From an optimization exercise on the open Yosys and OpenROAD flow, aimed at small area and a short achievable clock period; shortcuts taken in it are not production practice.
Function not checked in this run: the RTL went through the layout flow alone.
Power is estimated from default activity; no workload was simulated.

===== flow/design.v =====
module wfd (
    input  wire        clk,
    input  wire        rst,
    input  wire        start,
    input  wire        s_end,
    input  wire        s_valid,
    input  wire [15:0] s_data,
    input  wire [15:0] cfg_vhigh,
    input  wire [15:0] cfg_vlow,
    input  wire        cfg_reverse,
    input  wire        cfg_invert,
    input  wire        cfg_verbose,
    output wire        s_ready,
    output wire        done,
    output wire        err,
    output wire [1:0]  err_code,
    output wire [2:0]  phase,
    output wire        b_valid,
    output wire [7:0]  b_data,
    output wire        sym_valid,
    output wire        sym,
    output wire [15:0] pre_start,
    output wire [15:0] pre_size,
    output wire [15:0] pre_end,
    output wire [15:0] short_dur,
    output wire [15:0] long_dur,
    output wire [15:0] byte_count,
    output wire        diag_sat,
    output wire        start_seen,
    output wire [2:0]  bitcnt,
    output wire [15:0] run
);
    localparam integer CW = 16;
    localparam [CW-1:0] CMAX = {CW{1'b1}};
    localparam [2:0] IDLE = 3'd0, PH1 = 3'd1, PH2 = 3'd2, PH3 = 3'd3,
                     DONE = 3'd4, ERR = 3'd5;
    localparam [1:0] E_NONE = 2'd0, E_CAL = 2'd1, E_INPUT = 2'd2, E_RANGE = 2'd3;
    reg [2:0]    phase_q;
    reg [1:0]    err_code_q;
    reg [15:0]   vhigh_q, vlow_q;
    reg          rev_q, inv_q, verb_q;
    reg [CW-1:0] pre_start_q, pre_size_q, pre_end_q, short_q, long_q, run_q;
    reg          start_seen_q;
    reg [7:0]    acc_q;
    reg [2:0]    bitcnt_q;
    reg [CW-1:0] byte_count_q;
    reg          diag_sat_q;
    reg          b_valid_q;
    reg [7:0]    b_data_q;
    reg          sym_valid_q;
    reg          sym_q;
    reg [2:0]    n_phase;
    reg [1:0]    n_err_code;
    reg [15:0]   n_vhigh, n_vlow;
    reg          n_rev, n_inv, n_verb;
    reg [CW-1:0] n_pre_start, n_pre_size, n_pre_end, n_short, n_long, n_run;
    reg          n_start_seen;
    reg [7:0]    n_acc;
    reg [2:0]    n_bitcnt;
    reg [CW-1:0] n_byte_count;
    reg          n_diag_sat;
    reg          n_b_valid;
    reg [7:0]    n_b_data;
    reg          n_sym_valid;
    reg          n_sym;
    reg          do_ph2;
    reg [CW:0]   end_sum;
    reg [CW+2:0] run_x5, long_x3;
    reg          is_short;
    reg          symbol;
    integer      i;
    wire signed [15:0] s_val = s_data;
    always @(*) begin
        n_phase      = phase_q;
        n_err_code   = err_code_q;
        n_vhigh      = vhigh_q;
        n_vlow       = vlow_q;
        n_rev        = rev_q;
        n_inv        = inv_q;
        n_verb       = verb_q;
        n_pre_start  = pre_start_q;
        n_pre_size   = pre_size_q;
        n_pre_end    = pre_end_q;
        n_short      = short_q;
        n_long       = long_q;
        n_run        = run_q;
        n_start_seen = start_seen_q;
        n_acc        = acc_q;
        n_bitcnt     = bitcnt_q;
        n_byte_count = byte_count_q;
        n_diag_sat   = diag_sat_q;
        n_b_data     = b_data_q;
        n_sym        = sym_q;
        n_b_valid    = 1'b0;
        n_sym_valid  = 1'b0;
        do_ph2   = 1'b0;
        end_sum  = {(CW+1){1'b0}};
        run_x5   = {(CW+3){1'b0}};
        long_x3  = {(CW+3){1'b0}};
        is_short = 1'b0;
        symbol   = 1'b0;
        if (rst) begin
            n_phase      = IDLE;
            n_err_code   = E_NONE;
            n_vhigh      = 16'd0;
            n_vlow       = 16'd0;
            n_rev        = 1'b0;
            n_inv        = 1'b0;
            n_verb       = 1'b0;
            n_pre_start  = {CW{1'b0}};
            n_pre_size   = {CW{1'b0}};
            n_pre_end    = {CW{1'b0}};
            n_short      = {CW{1'b0}};
            n_long       = {CW{1'b0}};
            n_run        = {CW{1'b0}};
            n_start_seen = 1'b0;
            n_acc        = 8'd0;
            n_bitcnt     = 3'd0;
            n_byte_count = {CW{1'b0}};
            n_diag_sat   = 1'b0;
            n_b_data     = 8'd0;
            n_sym        = 1'b0;
        end else if (start) begin
            n_phase      = PH1;
            n_err_code   = E_NONE;
            n_vhigh      = cfg_vhigh;
            n_vlow       = cfg_vlow;
            n_rev        = cfg_reverse;
            n_inv        = cfg_invert;
            n_verb       = cfg_verbose;
            n_pre_start  = {CW{1'b0}};
            n_pre_size   = {CW{1'b0}};
            n_pre_end    = {CW{1'b0}};
            n_short      = {CW{1'b0}};
            n_long       = {CW{1'b0}};
            n_run        = {CW{1'b0}};
            n_start_seen = 1'b0;
            n_acc        = 8'd0;
            n_bitcnt     = 3'd0;
            n_byte_count = {CW{1'b0}};
            n_diag_sat   = 1'b0;
            n_b_data     = 8'd0;
            n_sym        = 1'b0;
        end else begin
            if (s_valid) begin
                case (n_phase)
                    PH1: begin
                        if (s_val >= $signed(vhigh_q)) begin
                            if (n_pre_start == CMAX) n_diag_sat = 1'b1;
                            else n_pre_start = n_pre_start + 1'b1;
                        end else begin
                            n_phase = PH2;
                            do_ph2  = 1'b1;
                        end
                    end
                    PH2: do_ph2 = 1'b1;
                    PH3: begin
                        if (s_val > $signed(vhigh_q)) begin
                            if (n_run != CMAX) n_run = n_run + 1'b1;
                        end else if (n_run != {CW{1'b0}}) begin
                            run_x5   = n_run * 5;
                            long_x3  = n_long * 3;
                            is_short = run_x5 < long_x3;
                            symbol   = ~(is_short ^ rev_q);
                            n_sym       = symbol;
                            n_sym_valid = 1'b1;
                            if (!n_start_seen) begin
                                n_start_seen = 1'b1;
                            end else begin
                                n_acc = {n_acc[6:0], symbol};
                                if (n_bitcnt == 3'd7) begin
                                    if (inv_q) begin
                                        for (i = 0; i < 8; i = i + 1)
                                            n_b_data[i] = n_acc[7-i];
                                    end else begin
                                        n_b_data = n_acc;
                                    end
                                    n_b_valid = 1'b1;
                                    n_bitcnt  = 3'd0;
                                    if (n_byte_count == CMAX) n_diag_sat = 1'b1;
                                    else n_byte_count = n_byte_count + 1'b1;
                                end else begin
                                    n_bitcnt = n_bitcnt + 1'b1;
                                end
                            end
                            n_run = {CW{1'b0}};
                        end
                    end
                    default: ;
                endcase
                if (do_ph2) begin
                    if (s_val <= $signed(vlow_q)) begin
                        if (n_pre_size == CMAX) begin
                            n_phase    = ERR;
                            n_err_code = E_RANGE;
                        end else begin
                            n_pre_size = n_pre_size + 1'b1;
                        end
                    end else begin
                        end_sum = n_pre_start + n_pre_size;
                        if (end_sum[CW]) begin    
                            n_pre_end  = CMAX;
                            n_diag_sat = 1'b1;
                        end else begin
                            n_pre_end = end_sum[CW-1:0];
                        end
                        n_short = n_pre_size / 11;
                        n_long  = n_pre_size / 3;
                        if (n_pre_size == 0 || n_short == 0 || n_long == 0) begin
                            n_phase    = ERR;
                            n_err_code = E_CAL;
                        end else begin
                            n_run   = {CW{1'b0}};
                            n_phase = PH3;
                        end
                    end
                end
            end
            if (s_end) begin
                case (n_phase)
                    PH1: begin
                        n_phase    = ERR;
                        n_err_code = (n_pre_start == 0) ? E_INPUT : E_CAL;
                    end
                    PH2: begin
                        n_phase    = ERR;
                        n_err_code = E_CAL;
                    end
                    PH3: n_phase = DONE;
                    default: ;
                endcase
            end
        end
    end
    always @(posedge clk) begin
        phase_q      <= n_phase;
        err_code_q   <= n_err_code;
        vhigh_q      <= n_vhigh;
        vlow_q       <= n_vlow;
        rev_q        <= n_rev;
        inv_q        <= n_inv;
        verb_q       <= n_verb;
        pre_start_q  <= n_pre_start;
        pre_size_q   <= n_pre_size;
        pre_end_q    <= n_pre_end;
        short_q      <= n_short;
        long_q       <= n_long;
        run_q        <= n_run;
        start_seen_q <= n_start_seen;
        acc_q        <= n_acc;
        bitcnt_q     <= n_bitcnt;
        byte_count_q <= n_byte_count;
        diag_sat_q   <= n_diag_sat;
        b_valid_q    <= n_b_valid;
        b_data_q     <= n_b_data;
        sym_valid_q  <= n_sym_valid;
        sym_q        <= n_sym;
    end
    assign s_ready    = (phase_q == PH1) || (phase_q == PH2) || (phase_q == PH3);
    assign done       = (phase_q == DONE);
    assign err        = (phase_q == ERR);
    assign err_code   = err_code_q;
    assign phase      = phase_q;
    assign b_valid    = b_valid_q;
    assign b_data     = b_data_q;
    assign sym_valid  = sym_valid_q;
    assign sym        = sym_q;
    assign pre_start  = pre_start_q;
    assign pre_size   = pre_size_q;
    assign pre_end    = pre_end_q;
    assign short_dur  = short_q;
    assign long_dur   = long_q;
    assign byte_count = byte_count_q;
    assign diag_sat   = diag_sat_q;
    assign start_seen = start_seen_q;
    assign bitcnt     = bitcnt_q;
    assign run        = run_q;
endmodule

===== flow/run.sh =====
#!/bin/bash
# synth_recipe.tcl (not shown) runs the flow's synth.tcl, then flattens the netlist and writes it again
# the make line also repeats each setting of config.mk as NAME=value (left out here)
make -C /OpenROAD-flow-scripts/flow DESIGN_CONFIG=/design/flow/config.mk WORK_HOME=/design/flow/orfs CLKGATE_MAP_FILE= SYNTH_SCRIPT=/design/flow/synth_recipe.tcl finish

===== flow/config.mk =====
export PLATFORM = sky130hd
export DESIGN_NAME = wfd
export DESIGN_NICKNAME = wfd
export VERILOG_FILES = /design/flow/design.v
export SDC_FILE = /design/flow/constraint.sdc
export NUM_CORES = 4
export LEC_CHECK = 0
export CAP_MARGIN = 20
export CORE_MARGIN = 2
export CORE_UTILIZATION = 40
export SLEW_MARGIN = 20

===== flow/constraint.sdc =====
create_clock -name core_clock -period 12.0 [get_ports {clk}]
set_input_delay 2.4000 -clock core_clock [delete_from_list [all_inputs] [get_ports {clk}]]
set_output_delay 2.4000 -clock core_clock [all_outputs]
set_load 0.01 [all_outputs]

==> key figures <==
Floorplanning
  • Initial Util: 0.406
  • Die area: approximately 0.044 mm2
  • Width of the die: roughly 210 um
  • Die height: 211 um
  • I/O Pins: 192
  • Core ar.: roughly 0.042 mm2
  • # rows: 75

Drt
  • Total iterations of the first detailed-routing run: 6
  • Drt initial violations: 1,582
  • Drt drc: 0
  • Routed WL: 56,300 um
  • Vias: roughly 18,000
  • Routed len/inst: 18.6 um
  • Vias per inst: 5.97
  • Final ANT Viol Nets: 0

Place
  • PortBufs: 186
  • Placed wire-length estimate: around 43,000 um
  • Pre-CTS WS: 0.185 ns
  • Placer's final routability congestion estimate: 0.891
  • DP Cell Count: between 2,000 and 3,000

Setup path
  • CP most frequent cell: buf_4
  • Worst r2r dst: run_q[1]$_SDFFE_PP0P_
  • Critical Path End Type: register
  • Worst Path Max Fanout: 13
  • Crit Path Class: reg -> reg
  • Worst Reg-to-Reg Cells: 43
  • R2r setup slk: 0.61 ns
  • Critical path's slowest cell: or3_1
  • Worst Path Arrival: roughly 12 ns
  • Reg2reg start: pre_size_q[13]$_SDFFE_PP0P_
  • Startpoint Class: register
  • Critical path required time: 12.39 ns
  • Max stage delay on crit path: 0.49 ns

Min path
  • Hold Crit Start: sym_q$_SDFFE_PP0P_
  • Hold path depth: 2
  • Hold Crit Class: reg -> reg
  • WHS Endpoint: sym_q$_SDFFE_PP0P_

Yosys
  • Area share of the leading cell type in the synthesized netlist: 0.199
  • Top_reg_cell synth: dfxtp_1
  • Asr flop ratio synth: 0
  • Post-synth EDFFs: 0
  • Synth area leader: dfxtp_1
  • Distinct cell type count after synthesis: 113
  • Synth warnings: 1
  • Synthesized flop and latch total: 170
  • Post-Syn Area: 0.0171 mm2
  • Synth cell count leaders: nor2_1 (277), nand2_1 (201), dfxtp_1 (170), a21oi_1 (162), o21ai_0 (129)
  • Mapped Cells: between 2,000 and 2,500
  • Seq/Total Area, Yosys: 0.199
  • Syn Area/Cell: 7.33 um2
  • Most common cell in the synthesized netlist: nor2_1
  • Largest cells by area after synthesis: dfxtp_1 (20%), ha_1 (8.8%), nor2_1 (6.1%)

Clocking
  • Clk latency of the worst-skew pair: about 0.45 ns
  • Total CTS buffers: 17
  • Clock Pin Slew Worst Setup and Hold Paths: 0.07 ns
  • H-Tree Depth: 4
  • Root Buffer: clkbuf_16
  • CTS sink cnt: 170
  • Max clock buf depth: 2
  • CTS tree: done
  • Post-CTS Hold Fix Bufs: 0

Timing
  • Setup_tns: 0 ns
  • Max Clk Rate: 87.8 MHz
  • Final setup viols: 0
  • Rel. slew slack: 0.354
  • Fin. max-slew vios: 0
  • Minimum clock period: between 10 and 15 ns
  • Final cycle utilization of the critical path: 0.949
  • Clk_skew: 0.00753 ns
  • Final hold vios: 0
  • PnR worst setup slack: about 0.61 ns
  • Worst slew pin tran: 0.965 ns
  • RSZ-0062 raised after global routing: true

Cells and area
  • Layout cell share with drive strength beyond 1: 0.0716
  • Fin cells: 3,024
  • Ant diodes: 0
  • Filler cell count: roughly 4,200
  • Nets: 2,651
  • Final Util: 0.482
  • Area Growth Syn to Fin: 18.7%

GRT
  • Vias in the first global route: 16,700
  • Initial antenna violation count: 0
  • Global route total overflow: 0
  • Total GRT Usage: 0.247
  • Pin count of the biggest net entering global routing: 55
  • First-pass GRT wire length: 89,200 um

Status
  • Status: timing/DRC/antenna clean

Power and ir drop
  • Pwr Density: between 60 and 70 mW/mm2
  • Worst VDD drop: 0.0000798 V
  • Leak Pwr: 8.07 nW

Run
  • Max cap viols: 0
[worst max path at each step]
stage | start | endpoint | slack (ns) | depth (start not counted)
6_report | pre_size_q[13]$_SDFFE_PP0P_ | run_q[1]$_SDFFE_PP0P_ | 0.61 | 43
5_1_grt | pre_size_q[13]$_SDFFE_PP0P_ | run_q[1]$_SDFFE_PP0P_ | -0.05 | 42
4_1_cts | pre_size_q[13]$_SDFFE_PP0P_ | run_q[14]$_SDFFE_PP0P_ | 0.1 | 41
3_5_place_dp | pre_size_q[13]$_SDFFE_PP0P_ | run_q[14]$_SDFFE_PP0P_ | 0.19 | 41
3_3_place_gp | pre_size_q[13]$_SDFFE_PP0P_ | run_q[14]$_SDFFE_PP0P_ | 0.33 | 41
2_1_floorplan | pre_size_q[14]$_SDFFE_PP0P_ | run_q[14]$_SDFFE_PP0P_ | 1.25 | 42
[cells in the final DEF, fill, tap and decap left out, drive strengths merged, types with 75 or more instances in the layout]
cell,synthesis,routed
inv,103,106
dfxtp,170,170
xnor2,102,102
nand2,202,202
ha,120,120
nand3,75,75
clkdlybuf4s50,0,185
o21ai,138,138
nor2,278,278
a21oi,166,166
[metal layers]
layer	vias up	GRT usage	wire length, um
met2	545	0.419	26200
met4	0	0.0782	1440
met1	8562	0.329	25800
met5	-	0	0
met3	77	0.0260	2810
li1	8864	-	-
[report_power, final]
part | switching (mW) | total [mW] | internal (mW) | leakage (nW)
Sequential | 0.00807 | 0.582 | 0.574 | 1.38
Combinational | 0.0696 | 0.130 | 0.0600 | 6.42
Clock | 0.248 | 0.556 | 0.307 | 0.277
Total | 0.326 | 1.27 | 0.941 | 8.07
[cell families (layout without fill, tap and decap cells)]
family	count (synthesis)	count (layout)	share of synthesized area
AOI/OAI and AO/OA	704	704	0.283
xor gates and xnor gates	143	143	0.0733
adders and majority gates	125	125	0.0927
buffers and inverters	246	397	0.0575
DFF	170	170	0.199
muxes	85	85	0.0516
other	1	4	0.000220
and+or+nand+nor	857	857	0.242
[per-stage QoR]
step / total power [mW] / hold WS, ns / area [um2]
global placement: 0.720 / 0.451 / 19600
detailed placement: 0.723 / 0.453 / 19600
floorplan: 0.671 / 0.448 / 17100
finish: 1.27 / 0.464 / 20300
CTS: 1.28 / 0.462 / 20100
global route: 1.31 / 0.500 / 20300
[final cells by class]
type	instances	area (um2)	share of cell area
clock buffers	18	429	0.0212
clock inverters	14	146	0.00722
inverters	106	398	0.0196
multi-input cells	1918	12800	0.631
flip-flops and latches	170	3400	0.168
well taps	539	674	0.0333
repair buffers	259	2430	0.120
[worst max-delay path: cells and delay by family, from the launching register on]
family,cells,cell delay (ns)
AOI/OAI and AO/OA,21,5.66
xor gates and xnor gates,1,0.15
adders and majority gates,3,0.82
buffers and inverters,7,1.61
DFF,1,0.31
muxes,1,0.19
and+or+nand+nor,10,2.53
[repair_timing]
action / in CTS / in global routing
setup buffers: 0 / 3
endpoints found under the setup margin: 0 / 21
gates resized for setup: 0 / 14
[sequential cells by signal, summed over array words and instances, names as in the netlist, 13 cells and up]
signal and count:
run_q 16, pre_size_q 16, long_q 15, vlow_q 16, byte_count_q 16, pre_end_q 16, short_q 13, pre_start_q 16
vhigh_q 16

-- static timing again, ports no longer ideal --
In the flow no input, the clock included, has a driving cell. The finished layout below was timed again as built, in two steps.
Step 1 assumes that a clkbuf_16 drives the clock port and a buf_2 every other input.
Step 2 moves the port delays by t, midway between the first and last clock arrival at a register: inputs arrive t later, outputs are due t later. That takes back most of the time a late clock gives input paths.
a / b / c = ideal ports / drivers / drivers and shift; a / b = the first two.
shift t [ns]: 0.497
slack for setup (ns): 0.610 / 0.610 / 0.610
worst register clock-pin slew, ns: 0.07 / 0.07
After both steps setup and hold are still met in this run. The setup slack of this run moves by 0.000 ns with the drivers and by 0.000 ns with both steps.
